Context: an optimization exercise on an open-source flow, tuned for small area. The choices shown serve that exercise and are no tape-out recipe.
Function was checked by simulation only, so behaviour that the tests miss may differ from the original.
The flow treats the clock pin as an ideal source. Dropping or thinning the clock tree relies on that and would not hold on a real chip.

==> flow/design.v <==
module em4102_tag #(
    parameter [7:0]  MFR0 = 8'h12,
    parameter [31:0] UID0 = 32'h3456789A,
    parameter [7:0]  MFR1 = 8'hAB,
    parameter [31:0] UID1 = 32'hCDEF0123,
    parameter [7:0]  MFR2 = 8'hFF,
    parameter [31:0] UID2 = 32'hFFFFFFFF
) (
    input  wire       clk,
    input  wire       por,      
    input  wire [2:0] sel_n,    
    output wire       drive     
);
    function [63:0] frame(input [39:0] w);
        integer i, j;
        reg [3:0] nib, col;
        reg [63:0] f;
        begin
            f   = 64'd0;
            col = 4'd0;
            for (j = 0; j < 9; j = j + 1)
                f[j] = 1'b1;
            for (i = 0; i < 10; i = i + 1) begin
                nib = w[39-4*i -: 4];
                col = col ^ nib;
                f[9+5*i]   = nib[3];
                f[9+5*i+1] = nib[2];
                f[9+5*i+2] = nib[1];
                f[9+5*i+3] = nib[0];
                f[9+5*i+4] = ^nib;
            end
            f[59] = col[3];
            f[60] = col[2];
            f[61] = col[1];
            f[62] = col[0];
            f[63] = 1'b0;
            frame = f;
        end
    endfunction
    localparam [63:0] FR0 = frame({MFR0, UID0});
    localparam [63:0] FR1 = frame({MFR1, UID1});
    localparam [63:0] FR2 = frame({MFR2, UID2});
    reg  [1:0] sel;     
    reg  [4:0] cyc_q;   
    reg        half;    
    reg  [5:0] bitn;    
    wire       act  = |sel;
    localparam [4:0] CYC_INV = 5'b01010;
    wire [4:0] cyc  = cyc_q ^ CYC_INV;
    wire       z4   = ~|cyc[3:0];
    wire       last = cyc[4] & z4;
    wire [4:0] cyc_next = act ? {cyc[3:0], cyc[4] ^ cyc[2] ^ z4} : 5'd0;
    always @(posedge clk) begin
        if (por)
            sel <= 2'd0;
        else if (!act)
            sel <= !sel_n[0] ? 2'd1 : !sel_n[1] ? 2'd3 : !sel_n[2] ? 2'd2 : 2'd0;
        cyc_q <= cyc_next ^ CYC_INV;
        if (!act) begin
            half <= 1'b0;
            bitn <= 6'd36;
        end else begin
            half <= half ^ last;
            bitn <= bitn + {5'd0, last & half};
        end
    end
    em4102_frame_rom #(.FR0(FR0), .FR1(FR1), .FR2(FR2), .BASE(6'd36)) rom (
        .sel(sel), .bitn(bitn), .act(act), .half(half), .drive(drive));
endmodule
module em4102_frame_rom #(
    parameter [63:0] FR0  = 64'd0,
    parameter [63:0] FR1  = 64'd0,
    parameter [63:0] FR2  = 64'd0,
    parameter [5:0]  BASE = 6'd0
) (
    input  wire [1:0] sel,
    input  wire [5:0] bitn,
    input  wire       act,
    input  wire       half,
    output wire       drive
);
    reg lbit;
    wire [5:0] idx = bitn - BASE;
    always @(*) begin
        case (sel)
            2'd1:    lbit = FR0[idx];
            2'd3:    lbit = FR1[idx];
            default: lbit = FR2[idx];
        endcase
    end
    assign drive = act & (lbit ^ half);
endmodule
clock: 10.0 ns
lec_check: 0
cap_margin: 20
core_area: 2.3 2.72 62.7 62.56
cts_buf_list: sky130_fd_sc_hd__clkbuf_4
die_area: 0 0 65 65
place_density: 0.9
slew_margin: 20
standard.sh (not shown) runs the stock make flow with config.mk's settings and CLKGATE_MAP_FILE= SYNTH_SCRIPT=/design/flow/synth_recipe.tcl, a recipe that flattens the netlist after the stock synthesis.
==> flow/flow/run.sh <==
#!/bin/bash
# Layout flow: the standard flow (standard.sh) with these changes:
#  - synthesis: the standard flow's own script (synth_recipe.tcl), with each module kept apart through
#    technology mapping (SYNTH_HIERARCHICAL=1, SYNTH_MINIMUM_KEEP_SIZE=0; flattened after)
#    and mapped by an area-oriented ABC script over a few seeds (flow/synth_prefix.tcl,
#    flow/abc_deep.script); no adder cells (ADDER_MAP_FILE empty), so ABC sees every gate;
#  - port buffers of the smallest buffer cell (sky130_fd_sc_hd__buf_1);
#  - clock tree: CTS's two-level tree replaced by one clkbuf_8 (flow/post_cts.tcl);
# Every tool's output goes to flow.log here and to ORFS's logs under orfs/logs.
set -euo pipefail
W=$(pwd)
export FLOW_ABC_SCRIPT=$W/flow/abc_deep.script
export FLOW_ABC_SEEDS="20,1,em4102_tag 400,7,em4102_tag 1500,8,*rom"
cat flow/synth_prefix.tcl synth_recipe.tcl > my_synth.tcl
sed -e "s#SYNTH_SCRIPT=[^ ]*#SYNTH_SCRIPT=$W/my_synth.tcl ADDER_MAP_FILE= SYNTH_HIERARCHICAL=1 SYNTH_MINIMUM_KEEP_SIZE=0 'BUFFER_PORTS_ARGS=-buffer_cell sky130_fd_sc_hd__buf_1' POST_CTS_TCL=$W/flow/post_cts.tcl#" standard.sh > my_standard.sh
bash my_standard.sh > flow.log 2>&1
==> flow/flow/post_cts.tcl <==
# After CTS: CTS builds a root clock buffer feeding two leaf buffers for these few registers.
# Replace that two-level tree by its root alone, resized to sky130_fd_sc_hd__clkbuf_8, driving
# every register clock pin directly (all registers stay at the same level of the tree).
set block [ord::get_db_block]
set root [$block findInst clkbuf_0_clk]
if { $root ne "NULL" } {
  set rootnet [[$root findITerm X] getNet]
  set leaves {}
  foreach it [$rootnet getITerms] {
    set inst [$it getInst]
    if { [$inst getName] ne [$root getName] && [string match "sky130_fd_sc_hd__clkbuf_*" [[$inst getMaster] getName]] } {
      lappend leaves $inst
    }
  }
  foreach leaf $leaves {
    set leafnet [[$leaf findITerm X] getNet]
    foreach it [$leafnet getITerms] {
      if { [[$it getInst] getName] ne [$leaf getName] } {
        $it disconnect
        $it connect $rootnet
      }
    }
    puts "post_cts: removing clock buffer [$leaf getName] ([[$leaf getMaster] getName])"
    odb::dbInst_destroy $leaf
    odb::dbNet_destroy $leafnet
  }
  $root swapMaster [[ord::get_db] findMaster sky130_fd_sc_hd__clkbuf_8]
  puts "post_cts: [$root getName] is now sky130_fd_sc_hd__clkbuf_8 driving [llength [$rootnet getITerms]] pins"
  detailed_placement
  check_placement -verbose
  estimate_parasitics -placement
  report_clock_min_period
}
Other scripts of this flow, unchanged in this note and not shown: flow/flow/abc_deep.script, flow/flow/synth_prefix.tcl
The baseline completed with no timing, DRC or antenna violations.
==> next run, changes <==
--- a/flow/flow/run.sh
+++ b/flow/flow/run.sh
@@ -13 +13 @@
-export FLOW_ABC_SEEDS="20,1,em4102_tag 400,7,em4102_tag 1500,8,*rom"
+export FLOW_ABC_SEEDS="20,1,em4102_tag 400,7,em4102_tag 1500,35,*rom 1500,8,*rom"
--- a/flow/flow/post_cts.tcl
+++ b/flow/flow/post_cts.tcl
@@ -3,0 +4,2 @@
+# CTS's dummy loads (clkload*: clock cells with no output, added only to balance the leaf
+# loads) are removed with the leaves.
@@ -18,3 +20,6 @@
-      if { [[$it getInst] getName] ne [$leaf getName] } {
-        $it disconnect
-        $it connect $rootnet
+      set inst [$it getInst]
+      if { [$inst getName] eq [$leaf getName] } { continue }
+      if { [string match "clkload*" [$inst getName]] } {
+        puts "post_cts: removing dummy clock load [$inst getName] ([[$inst getMaster] getName])"
+        odb::dbInst_destroy $inst
+        continue
@@ -21,0 +27,2 @@
+      $it disconnect
+      $it connect $rootnet
@@ -25,0 +33,7 @@
+  }
+  foreach it [$rootnet getITerms] {
+    set inst [$it getInst]
+    if { [string match "clkload*" [$inst getName]] } {
+      puts "post_cts: removing dummy clock load [$inst getName] ([[$inst getMaster] getName])"
+      odb::dbInst_destroy $inst
+    }
What happened: Wire length grows by about 0.8%; die area is unchanged; global-route usage shrinks by 0.76 points; maximum frequency shrinks by 2.3%.

========
PW:
Another version of the RTL of em4102_tag (not shown whole).
Size: ~87 cells after synthesis, roughly 6 I/O pins.
## em4102_tag
module em4102_tag #(
    parameter [7:0]  MFR0 = 8'h12,
    parameter [31:0] UID0 = 32'h3456789A,
    parameter [7:0]  MFR1 = 8'hAB,
    parameter [31:0] UID1 = 32'hCDEF0123,
    parameter [7:0]  MFR2 = 8'hFF,
    parameter [31:0] UID2 = 32'hFFFFFFFF
) (
    input  wire       clk,
    input  wire       por,      
    input  wire [2:0] sel_n,    
    output wire       drive     
);
clock: 10.0 ns
lec_check: 0
cap_margin: 20
core_area: 2.3 2.72 62.7 62.56
cts_buf_list: sky130_fd_sc_hd__clkbuf_4
die_area: 0 0 65 65
place_density: 0.9
slew_margin: 20
==> flow/flow/run.sh <==
#!/bin/bash
# Layout flow: the standard flow (standard.sh) with these changes:
#  - synthesis: the standard flow's own script (synth_recipe.tcl), with each module kept apart through
#    technology mapping (SYNTH_HIERARCHICAL=1, SYNTH_MINIMUM_KEEP_SIZE=0; flattened after)
#    and mapped by an area-oriented ABC script over a few seeds (flow/synth_prefix.tcl,
#    flow/abc_deep.script); no adder cells (ADDER_MAP_FILE empty), so ABC sees every gate;
#  - port buffers of the smallest buffer cell (sky130_fd_sc_hd__buf_1);
#  - clock tree: CTS's two-level tree replaced by one clkbuf_8 (flow/post_cts.tcl);
# Every tool's output goes to flow.log here and to ORFS's logs under orfs/logs.
set -euo pipefail
W=$(pwd)
export FLOW_ABC_SCRIPT=$W/flow/abc_deep.script
export FLOW_ABC_SEEDS="400,7,em4102_tag 1500,3,*rom"
cat flow/synth_prefix.tcl synth_recipe.tcl > my_synth.tcl
sed -e "s#SYNTH_SCRIPT=[^ ]*#SYNTH_SCRIPT=$W/my_synth.tcl ADDER_MAP_FILE= SYNTH_HIERARCHICAL=1 SYNTH_MINIMUM_KEEP_SIZE=0 'BUFFER_PORTS_ARGS=-buffer_cell sky130_fd_sc_hd__buf_1' POST_CTS_TCL=$W/flow/post_cts.tcl#" standard.sh > my_standard.sh
bash my_standard.sh > flow.log 2>&1
==> flow/flow/post_cts.tcl <==
# After CTS: CTS builds a root clock buffer feeding two leaf buffers for these few registers.
# Replace that two-level tree by its root alone, resized to sky130_fd_sc_hd__clkbuf_8, driving
# every register clock pin directly (all registers stay at the same level of the tree).
set block [ord::get_db_block]
set root [$block findInst clkbuf_0_clk]
if { $root ne "NULL" } {
  set rootnet [[$root findITerm X] getNet]
  set leaves {}
  foreach it [$rootnet getITerms] {
    set inst [$it getInst]
    if { [$inst getName] ne [$root getName] && [string match "sky130_fd_sc_hd__clkbuf_*" [[$inst getMaster] getName]] } {
      lappend leaves $inst
    }
  }
  foreach leaf $leaves {
    set leafnet [[$leaf findITerm X] getNet]
    foreach it [$leafnet getITerms] {
      if { [[$it getInst] getName] ne [$leaf getName] } {
        $it disconnect
        $it connect $rootnet
      }
    }
    puts "post_cts: removing clock buffer [$leaf getName] ([[$leaf getMaster] getName])"
    odb::dbInst_destroy $leaf
    odb::dbNet_destroy $leafnet
  }
  $root swapMaster [[ord::get_db] findMaster sky130_fd_sc_hd__clkbuf_8]
  puts "post_cts: [$root getName] is now sky130_fd_sc_hd__clkbuf_8 driving [llength [$rootnet getITerms]] pins"
  detailed_placement
  check_placement -verbose
  estimate_parasitics -placement
  report_clock_min_period
}
Other scripts of this flow, unchanged in this note and not shown: flow/flow/abc_deep.script, flow/flow/synth_prefix.tcl
Setup changes, PW to MS
==> flow/flow/run.sh <==
#!/bin/bash
# Layout flow: the standard flow (standard.sh) with these changes:
#  - synthesis: the standard flow's own script (synth_recipe.tcl), with each module kept apart through
#    technology mapping (SYNTH_HIERARCHICAL=1, SYNTH_MINIMUM_KEEP_SIZE=0; flattened after)
#    and mapped by an area-oriented ABC script over a few seeds (flow/synth_prefix.tcl,
#    flow/abc_deep.script); no adder cells (ADDER_MAP_FILE empty), so ABC sees every gate;
#  - port buffers of the smallest buffer cell (sky130_fd_sc_hd__buf_1);
# Every tool's output goes to flow.log here and to ORFS's logs under orfs/logs.
set -euo pipefail
W=$(pwd)
export FLOW_ABC_SCRIPT=$W/flow/abc_deep.script
export FLOW_ABC_SEEDS="400,7,em4102_tag 1500,3,*rom 1500,12,*rom"
cat flow/synth_prefix.tcl synth_recipe.tcl > my_synth.tcl
sed -e "s#SYNTH_SCRIPT=[^ ]*#SYNTH_SCRIPT=$W/my_synth.tcl ADDER_MAP_FILE= SYNTH_HIERARCHICAL=1 SYNTH_MINIMUM_KEEP_SIZE=0 'BUFFER_PORTS_ARGS=-buffer_cell sky130_fd_sc_hd__buf_1'#" standard.sh > my_standard.sh
bash my_standard.sh > flow.log 2>&1
removed: flow/flow/post_cts.tcl
==> run summary <==
MS: fraction of area in registers is 0.42 points lower than what PW reported.
Changes observed in MS relative to PW: cell count went up by 2, via total after detailed routing rose by 0.96%.

[separate check: timing with driven ports]
The flow's constraints put no driver on any port. The routed layouts listed below were extracted and timed again, unchanged, in two steps.
Step 1 sets driving cells, clkbuf_16 on the clock port and buf_2 on the other inputs (assumed; they add their load-dependent delay and slew).
Step 2 also shifts input and output timing later by t, the mid clock arrival at the registers, as if the neighbouring blocks saw the same clock.
Slacks: ideal ports / drivers / drivers and shift; pairs: ideal ports / drivers.
run | shift t [ns] | slack for setup (ns) | worst hold slack (ns)
the first run of note 1 | 0.168 | 5.747 / 5.727 / 5.895 | 0.386 / 0.386 / 0.386
the second run of note 1 | 0.160 | 5.647 / 5.629 / 5.789 | 0.388 / 0.388 / 0.388
PW | 0.166 | 5.757 / 5.735 / 5.901 | 0.384 / 0.384 / 0.384
MS | 0.301 | 5.650 / 5.630 / 5.931 | 0.382 / 0.382 / 0.382
After both steps every run listed still meets setup and hold.
